This design comes from an exercise in tuning for a short achievable clock period and few clock cycles on the open sky130 flow, not from production work. In this exercise RTL edits were held to simulation tests only and were not proved equivalent to the original. No activity file was given, so power comes from the tool's default toggle rates.

Design wolf_expander, start of the top module:
module wolf_expander (
    input  wire        clk,
    input  wire        rst,           
    input  wire        reg_we,
    input  wire [7:0]  reg_addr,      
    input  wire [31:0] reg_wdata,
    output reg  [31:0] reg_rdata,
    output wire        busy,
    output wire        mem_req,
    output wire        mem_we,
    output wire [15:0] mem_addr,
    output wire [7:0]  mem_wdata,
    input  wire        mem_ready,
    input  wire [7:0]  mem_rdata
);
Size: ~110 I/O pins.
==> flow/config.mk <==
export PLATFORM = sky130hd
export DESIGN_NAME = wolf_expander
export DESIGN_NICKNAME = wolf_expander
export VERILOG_FILES = /design/flow/design.v
export SDC_FILE = /design/flow/constraint.sdc
export NUM_CORES = 4
export LEC_CHECK = 0
export ABC_CLOCK_PERIOD_IN_PS = 4000
export CAP_MARGIN = 20
export CORE_MARGIN = 2
export CORE_UTILIZATION = 40
export PLACE_DENSITY = 0.6
export SETUP_SLACK_MARGIN = 3.5
export SLEW_MARGIN = 20
export TNS_END_PERCENT = 100
==> flow/constraint.sdc <==
create_clock -name core_clock -period 8.0 [get_ports {clk}]
set_input_delay 1.6000 -clock core_clock [delete_from_list [all_inputs] [get_ports {clk}]]
set_output_delay 1.6000 -clock core_clock [all_outputs]
set_load 0.01 [all_outputs]
run.sh (not shown) runs the stock make flow with config.mk's settings and CLKGATE_MAP_FILE= SYNTH_SCRIPT=/design/flow/synth_recipe.tcl, a recipe that flattens the netlist after the stock synthesis.
The first run finished clean.
Testbench counts at the start, summed over its fixed seeds: cycles 740,269.
Change:
--- a/flow/design.v
+++ b/flow/design.v
@@ -58,28 +58,23 @@
             6'h05: reg_rdata = r_src_len;
             6'h06: reg_rdata = r_dst_base;
             6'h07: reg_rdata = r_dst_cap;
             6'h08: reg_rdata = {16'd0, r_tag};
             6'h0C: reg_rdata = {15'd0, r_inpos};
             6'h0D: reg_rdata = {15'd0, r_outlen};
             6'h0E: reg_rdata = {16'd0, r_size};
             default: reg_rdata = 32'd0;
         endcase
     end
-    wire        cmd_valid  = (r_cmd == 32'h1) || (r_cmd == 32'h2);
-    wire [32:0] src_end    = {1'b0, r_src_base} + {1'b0, r_src_len};
-    wire [32:0] dst_end    = {1'b0, r_dst_base} + {1'b0, r_dst_cap};
-    wire        src_oor    = src_end > 33'h10000;
-    wire        dst_oor    = dst_end > 33'h10000;
-    wire        overlap    = (r_src_len != 32'd0) && (r_dst_cap != 32'd0) &&
-                             ({1'b0, r_src_base} < dst_end) &&
-                             ({1'b0, r_dst_base} < src_end);
+    reg  [32:0] src_end, dst_end;
+    reg         v_bad_cmd, v_oor, v_overlap;
+    reg         chk2;
     reg [15:0] pf_addr;
     reg [16:0] pf_rem;
     reg        pf_nz;
     reg        rv_src;             
     reg        rv_cp;              
     reg [8*FN-1:0] fq;             
     reg [3:0]  fcnt;
     reg [FN-1:0] fth;              
     reg [FN-1:0] fl_z;             
     reg [FN-1:0] fl_e;             
@@ -215,20 +210,21 @@
             r_tag      <= 16'd0;
             st_busy    <= 1'b0;
             st_done    <= 1'b0;
             st_err     <= 1'b0;
             st_ign     <= 1'b0;
             r_errcode  <= 8'd0;
             r_inpos    <= 17'd0;
             r_outlen   <= 17'd0;
             r_size     <= 16'd0;
             chk        <= 1'b0;
+            chk2       <= 1'b0;
             run        <= 1'b0;
             is_rlew    <= 1'b0;
             pf_addr    <= 16'd0;
             pf_rem     <= 17'd0;
             pf_nz      <= 1'b0;
             rv_src     <= 1'b0;
             rv_cp      <= 1'b0;
             fcnt       <= 4'd0;
             fth        <= {FN{1'b0}};
             pfx_seen   <= 1'b0;
@@ -260,20 +256,22 @@
                             r_cmd     <= reg_wdata;
                             st_busy   <= 1'b1;
                             st_done   <= 1'b0;
                             st_err    <= 1'b0;
                             st_ign    <= 1'b0;
                             r_errcode <= ERR_NONE;
                             r_inpos   <= 17'd0;
                             r_outlen  <= 17'd0;
                             r_size    <= 16'd0;
                             chk       <= 1'b1;
+                            src_end   <= {1'b0, r_src_base} + {1'b0, r_src_len};
+                            dst_end   <= {1'b0, r_dst_base} + {1'b0, r_dst_cap};
                             pf_addr   <= r_src_base[15:0];
                             pf_rem    <= r_src_len[16:0];
                             pf_nz     <= r_src_len[16:0] != 17'd0;
                             fcnt      <= 4'd0;
                             fth       <= {FN{1'b0}};
                             pfx_seen  <= 1'b0;
                             tok_valid <= 1'b0;
                             pfx_done  <= 1'b0;
                             rem       <= 15'd0;
                             op_proj   <= 18'd0;
@@ -291,25 +289,34 @@
                         6'h04: r_src_base <= reg_wdata;
                         6'h05: r_src_len  <= reg_wdata;
                         6'h06: r_dst_base <= reg_wdata;
                         6'h07: r_dst_cap  <= reg_wdata;
                         6'h08: r_tag      <= reg_wdata[15:0];
                         default: ;
                     endcase
                 end
             end
             if (chk) begin
-                chk     <= 1'b0;
-                is_rlew <= (r_cmd == 32'h2);
-                if (!cmd_valid || src_oor || dst_oor || overlap) begin
-                    r_errcode <= !cmd_valid ? ERR_BAD_CMD :
-                                 (src_oor || dst_oor) ? ERR_ADDR_RANGE : ERR_OVERLAP;
+                chk       <= 1'b0;
+                chk2      <= 1'b1;
+                is_rlew   <= (r_cmd == 32'h2);
+                v_bad_cmd <= !((r_cmd == 32'h1) || (r_cmd == 32'h2));
+                v_oor     <= (src_end > 33'h10000) || (dst_end > 33'h10000);
+                v_overlap <= (r_src_len != 32'd0) && (r_dst_cap != 32'd0) &&
+                             ({1'b0, r_src_base} < dst_end) &&
+                             ({1'b0, r_dst_base} < src_end);
+            end
+            if (chk2) begin
+                chk2 <= 1'b0;
+                if (v_bad_cmd || v_oor || v_overlap) begin
+                    r_errcode <= v_bad_cmd ? ERR_BAD_CMD :
+                                 v_oor ? ERR_ADDR_RANGE : ERR_OVERLAP;
                     st_err    <= 1'b1;
                     st_done   <= 1'b1;
                     st_busy   <= 1'b0;
                 end else begin
                     run <= 1'b1;
                 end
             end
             rv_src <= run & pf_acc;
             rv_cp  <= run & p_valid & ~p_we & mem_ready;
             if (pf_acc) begin
Final area grows by 0.84%.
Power goes up by 3.4%.
Utilization is lower by 0.32 points.
Setup slack improves by 0.075 ns.
Clock skew went up by 0.043 ns.
First-iteration DRC count decreases by 7.8%.
Flip-flop and latch count climbs by 70.
Area after synthesis goes up by 1.2%.
Die area grows by 1.2%.
Global-route usage falls by 0.65 points.
Routed wire length came out lower by 1.7%.
Worst hold slack is worse by 0.061 ns.
Final cell count is higher by 0.77%.
Fmax climbs by 1.5%.
Testbench counts after the change, summed over its fixed seeds: cycles 740,365.

separate check: timing with driven ports:
Ports are ideal in the flow. The routed layouts listed here were re-timed in OpenROAD. Step 1 assumes that a clkbuf_16 drives the clock port and a buf_2 every other input. Step 2 times the ports against the registers' clock, not the clock port: input delays grow and output delays shrink by t, the midpoint of the rising clock arrivals with the driver on. a / b / c = ideal / step 1 / step 2; a / b = the first two.
run	t (ns)	setup WS [ns]	worst hold slack (ns)	cell pins on the clock port's net
the first run	0.990	3.027 / 2.987 / 2.789	0.390 / 0.390 / 0.390	1
the second run	0.992	3.102 / 2.983 / 2.844	0.329 / 0.329 / 0.329	1
After both steps every run listed still meets setup and hold. The setup slack of the second run, which loses most, moves by -0.119 ns with the drivers and by -0.258 ns with both steps.
